Context: an optimization exercise on an open-source flow, tuned for small area, a short achievable clock period and few clock cycles. The choices shown serve that exercise and are no tape-out recipe. Function was checked by simulation only, so behaviour that the tests miss may differ from the original.

==> flow/design.v <==
module helix_half (
    input  wire [159:0] z_in,    
    input  wire [31:0]  a,
    input  wire [31:0]  b,
    output wire [159:0] z_out
);
    wire [31:0] z0 = z_in[31:0];
    wire [31:0] z1 = z_in[63:32];
    wire [31:0] z2 = z_in[95:64];
    wire [31:0] z3 = z_in[127:96];
    wire [31:0] z4 = z_in[159:128];
    wire [31:0] l0 = z0 + (z3 ^ a);
    wire [31:0] r3 = {z3[16:0], z3[31:17]};                  
    wire [31:0] l1 = z1 + z4;
    wire [31:0] r4 = {z4[6:0], z4[31:7]};                    
    wire [31:0] l2 = z2 ^ l0;
    wire [31:0] r0 = {l0[22:0], l0[31:23]};                  
    wire [31:0] l3 = r3 ^ l1;
    wire [31:0] r1 = {l1[21:0], l1[31:22]};                  
    wire [31:0] l4 = r4 + l2;
    wire [31:0] r2 = {l2[14:0], l2[31:15]};                  
    wire [31:0] m0 = r0 ^ (l3 + b);
    wire [31:0] s3 = {l3[1:0], l3[31:2]};                    
    wire [31:0] m1 = r1 ^ l4;
    wire [31:0] s4 = {l4[18:0], l4[31:19]};                  
    wire [31:0] m2 = r2 + m0;
    wire [31:0] s0 = {m0[11:0], m0[31:12]};                  
    wire [31:0] m3 = s3 + m1;
    wire [31:0] s1 = {m1[20:0], m1[31:21]};                  
    wire [31:0] m4 = s4 ^ m2;
    wire [31:0] s2 = {m2[26:0], m2[31:27]};                  
    assign z_out = {m4, m3, s2, s1, s0};
endmodule
module helix_core (
    input  wire         clk,
    input  wire         rst,           
    input  wire         in_valid,
    output wire         in_ready,
    input  wire [1:0]   in_op,         
    input  wire         in_dir,        
    input  wire         in_xmv,        
    input  wire [255:0] in_key,        
    input  wire [5:0]   in_klen,       
    input  wire [127:0] in_nonce,      
    input  wire [127:0] in_mac,        
    input  wire [31:0]  in_data,       
    input  wire [1:0]   in_nbytes,     
    output reg          out_valid,
    output reg  [2:0]   out_status,    
    output reg  [31:0]  out_data,
    output wire [127:0] out_mac
);
    localparam OP_INIT   = 2'd0;
    localparam OP_WORD   = 2'd1;
    localparam OP_FINISH = 2'd2;
    localparam ST_OK    = 3'd0;
    localparam ST_VALID = 3'd1;
    localparam ST_STATE = 3'd2;
    localparam ST_AUTH  = 3'd3;
    localparam ST_ILL   = 3'd4;
    localparam S_IDLE  = 3'd0;    
    localparam S_DATA2 = 3'd1;    
    localparam S_KEYMIX = 3'd2;
    localparam S_PRIME = 3'd3;
    localparam S_MAC   = 3'd4;
    localparam S_NONCE = 3'd5;    
    localparam [31:0] MAC_CONST = 32'h912d94f1;
    reg  [2:0]   state;
    reg          rdy;
    reg          h;            
    reg  [3:0]   cnt;          
    reg          active;       
    reg          fin;          
    reg          dir;
    reg          xmv;
    reg          mism;         
    reg  [5:0]   klen;
    reg  [1:0]   lw;
    reg  [159:0] z;            
    reg  [255:0] k;            
    reg  [127:0] n;            
    reg  [31:0]  ctr;
    reg  [127:0] mac;          
    reg  [31:0]  wreg;         
    reg  [31:0]  xreg;         
    assign in_ready = rdy;
    assign out_mac  = mac;
    wire accept = in_valid & rdy;
    wire st_idle  = (state == S_IDLE);
    wire st_data2 = (state == S_DATA2);
    wire st_km    = (state == S_KEYMIX);
    wire st_prime = (state == S_PRIME);
    wire st_mac   = (state == S_MAC);
    wire st_nonce = (state == S_NONCE);
    wire         second = st_data2 | ((st_prime | st_mac) & h);
    wire [31:0]  half_b = second ? xreg : (st_km ? 32'd0 : k[31:0]);
    wire [159:0] hout;
    helix_half u_half (
        .z_in (z),
        .a    (wreg),
        .b    (half_b),
        .z_out(hout)
    );
    wire [2:0]  j = ctr[2:0];
    wire        corr = ctr[31];
    reg  [7:0]  xsmall;
    always @* begin
        case (j)
        3'd0: xsmall = 8'd0;
        3'd1: xsmall = {klen, 2'b00};
        3'd2: xsmall = 8'd0;
        3'd3: xsmall = {7'd0, corr};
        3'd4: xsmall = 8'd1;
        3'd5: xsmall = {klen, 2'b10};
        3'd6: xsmall = 8'd3;
        default: xsmall = {5'd0, 1'b1, 1'b0, corr};
        endcase
    end
    wire [31:0] nj = n[32*j[1:0] +: 32] ^ {32{j[2]}};
    wire [31:0] x1 = k[159:128] + nj + ctr + {24'd0, xsmall};
    wire [31:0] fin_mask = (in_nbytes == 2'd1) ? 32'h000000ff :
                           (in_nbytes == 2'd2) ? 32'h0000ffff :
                           (in_nbytes == 2'd3) ? 32'h00ffffff : 32'hffffffff;
    wire [31:0] word_mask = (in_op == OP_FINISH) ? fin_mask : 32'hffffffff;
    wire [31:0] w_in      = in_data & word_mask;
    wire [31:0] o_word    = (w_in ^ z[31:0]) & word_mask;
    wire [31:0] d_word    = dir ? o_word : w_in;
    reg [255:0] key_masked;
    integer b;
    always @* begin
        for (b = 0; b < 32; b = b + 1)
            key_masked[8*b +: 8] = (b < in_klen) ? in_key[8*b +: 8] : 8'd0;
    end
    wire klen_bad  = in_klen[5] & (|in_klen[4:0]);
    wire acc_init  = in_valid & rdy & ~in_op[1] & ~in_op[0] & ~klen_bad & ~(in_xmv & ~in_dir);
    wire acc_data  = accept & active & ((in_op == OP_WORD) |
                                        ((in_op == OP_FINISH) & (in_nbytes != 2'd0)));
    wire acc_fin0  = accept & active & (in_op == OP_FINISH) & (in_nbytes == 2'd0);
    wire acc_fin   = accept & active & (in_op == OP_FINISH);
    wire blk_end   = st_data2 | ((st_prime | st_mac) & h);
    wire km_last   = (cnt == 4'd7);
    wire tag_cap   = st_mac & h & (cnt >= 4'd7);
    wire mac_last  = st_mac & h & (cnt == 4'd10);
    wire tag_diff  = (mac[31:0] != hout[31:0]);
    wire         km2    = st_km & h;
    wire [127:0] xmask  = km2 ? k[255:128] :
                          (st_data2 & fin) ? {96'd0, MAC_CONST} : 128'd0;
    wire [127:0] hx     = hout[127:0] ^ xmask;
    wire [159:0] z_half = {km2 ? {25'd0, 1'b1, klen} : hout[159:128], hx};
    wire         k_lazy = (st_km & ~h & (cnt != 4'd0)) | st_nonce;
    wire [159:0] z_nonce = {k[127:96],
                            k[95:64] ^ n[127:96],
                            k[63:32] ^ n[95:64],
                            k[31:0]  ^ n[63:32],
                            z[127:96] ^ n[31:0]};
    wire         idle_data  = (in_op == OP_WORD) | ((in_op == OP_FINISH) & (in_nbytes != 2'd0));
    wire         z_use_half = st_idle ? idle_data : ~st_nonce;
    wire [159:0] z_other    = ~st_idle ? z_nonce :
                              (in_op == OP_INIT) ? {25'd0, 1'b1, in_klen, key_masked[127:0]} :
                              {z[159:32], z[31:0] ^ MAC_CONST};
    always @(posedge clk) begin
        xreg <= x1;
        wreg <= st_idle ? (acc_data ? d_word : 32'd0) :
                (st_mac & ~h) ? {30'd0, lw} : 32'd0;
        if (st_idle ? (acc_init | acc_data | acc_fin0) : 1'b1)
            z <= z_use_half ? z_half : z_other;
        if (acc_init | k_lazy | blk_end)
            k <= st_idle ? key_masked :
                 k_lazy  ? {k[127:0], z[127:0]} : {k[31:0], k[255:32]};
        if (acc_init)
            n <= in_nonce;
        if (acc_init | blk_end)
            ctr <= st_idle ? 32'd0 : ctr + 32'd1;
        if (acc_init | tag_cap)
            mac <= st_idle ? in_mac : {hout[31:0], mac[127:32]};
        if (acc_init) begin
            klen <= in_klen;
            dir  <= in_dir;
            xmv  <= in_xmv;
        end
        if (acc_fin) begin
            lw   <= in_nbytes;
            mism <= 1'b0;
        end else if (tag_cap) begin
            mism <= mism | tag_diff;
        end
        if (st_idle)
            fin <= (in_op == OP_FINISH);
        if (accept)
            out_data <= ((in_op == OP_FINISH) & (in_nbytes == 2'd0)) ? 32'd0 : o_word;
        if (st_idle) begin
            if (in_op == OP_INIT)
                out_status <= klen_bad ? ST_VALID : ST_ILL;
            else if (in_op == 2'd3)
                out_status <= ST_ILL;
            else
                out_status <= active ? ST_OK : ST_STATE;
        end else begin
            out_status <= (mac_last & dir & xmv & (mism | tag_diff)) ? ST_AUTH : ST_OK;
        end
    end
    always @(posedge clk) begin
        if (rst) begin
            state     <= S_IDLE;
            rdy       <= 1'b1;
            h         <= 1'b0;
            cnt       <= 4'd0;
            active    <= 1'b0;
            out_valid <= 1'b0;
        end else begin
            out_valid <= 1'b0;
            case (state)
            S_IDLE: begin
                h   <= 1'b0;
                cnt <= 4'd0;
                if (accept) begin
                    if (acc_init) begin
                        active <= 1'b0;
                        state  <= S_KEYMIX;
                        rdy    <= 1'b0;
                    end else if (acc_data) begin
                        out_valid <= (in_op == OP_WORD);
                        state     <= S_DATA2;
                        rdy       <= 1'b0;
                    end else if (acc_fin0) begin
                        state <= S_MAC;
                        rdy   <= 1'b0;
                    end else begin
                        out_valid <= 1'b1;    
                    end
                end
            end
            S_DATA2: begin
                if (fin) begin
                    state <= S_MAC;
                end else begin
                    state <= S_IDLE;
                    rdy   <= 1'b1;
                end
            end
            S_KEYMIX: begin
                h <= ~h;
                if (h) begin
                    if (km_last) begin
                        cnt   <= 4'd0;
                        state <= S_NONCE;
                    end else begin
                        cnt   <= cnt + 4'd1;
                    end
                end
            end
            S_NONCE: begin
                h     <= 1'b0;
                state <= S_PRIME;
            end
            S_PRIME: begin
                h <= ~h;
                if (h) begin
                    cnt <= cnt + 4'd1;
                    if (cnt == 4'd7) begin
                        active    <= 1'b1;
                        out_valid <= 1'b1;
                        state     <= S_IDLE;
                        rdy       <= 1'b1;
                    end
                end
            end
            S_MAC: begin
                h <= ~h;
                if (h) begin
                    cnt <= cnt + 4'd1;
                    if (cnt == 4'd10) begin
                        active    <= 1'b0;
                        out_valid <= 1'b1;
                        state     <= S_IDLE;
                        rdy       <= 1'b1;
                    end
                end
            end
            default: begin
                state <= S_IDLE;
                rdy   <= 1'b1;
            end
            endcase
        end
    end
endmodule
Settings: LEC_CHECK=0, CAP_MARGIN=30, CORE_MARGIN=2, CORE_UTILIZATION=45, PLACE_DENSITY=0.57, SLEW_MARGIN=30, TNS_END_PERCENT=5; clock period 20.0 ns.
standard.sh (not shown) runs the stock make flow with config.mk's settings and CLKGATE_MAP_FILE= SYNTH_SCRIPT=/design/flow/synth_recipe.tcl, a recipe that flattens the netlist after the stock synthesis.
==> flow/flow/run.sh <==
#!/bin/bash
# Standard ORFS layout (the standard.sh: standard synthesis, floorplan, placement, CTS,
# routing) with two changes: the resizer's timing repair gets a larger setup margin, so
# that it works on the paths well inside the 20 ns clock, and the port buffers that
# every input and output gets are buf_1 cells. The SDC and every other setting are
# the standard flow's and flow/config.mk's. make's full output goes to flow_make.log; ORFS keeps each
# step's log under orfs/logs/.
set -euo pipefail
bash standard.sh SETUP_SLACK_MARGIN=13 "BUFFER_PORTS_ARGS=-buffer_cell sky130_fd_sc_hd__buf_1" finish > flow_make.log 2>&1
Testbench counts at the start, summed over its fixed seeds: cycles 13,340.
Change:
- TNS_END_PERCENT: 5 -> 0
Effect: The changed run ran to the end with no violations; via count is lower by 0.55%; cell area is lower by 0.76%; routed wire length stays flat; first-iteration DRC count is higher by 1.2%; non-clock buffer count is lower by 20; final cell count is about the same; die area does not change; count of clock-buffer cells in the layout is unchanged; maximum frequency is about the same.

[afterwards: timing with drivers on the ports]
Ports are ideal in the flow. The routed layouts listed here were re-timed in OpenROAD.
Step 1 sets driving cells, clkbuf_16 on the clock port and buf_2 on the other inputs (assumed; they add their load-dependent delay and slew).
Step 2 adds t to the input delays and takes it off the output delays; t is the mean of the earliest and latest rising clock arrival at the registers after step 1. Input paths then give back, and output paths get back, about the clock's delay inside the block.
Slacks: no drivers / after step 1 / after step 2; pairs: no drivers / after step 1.
| run | shift t [ns] | slack for setup (ns) | clock arrival spread, ns |
|---|---|---|---|
| the first run | 0.807 | 12.749 / 12.749 / 12.106 | 0.039 / 0.039 |
| the second run | 0.812 | 12.740 / 12.740 / 12.111 | 0.043 / 0.042 |
After both steps every run listed still meets setup and hold. The setup slack of the first run, which loses most, moves by 0.000 ns with the drivers and by -0.643 ns with both steps.
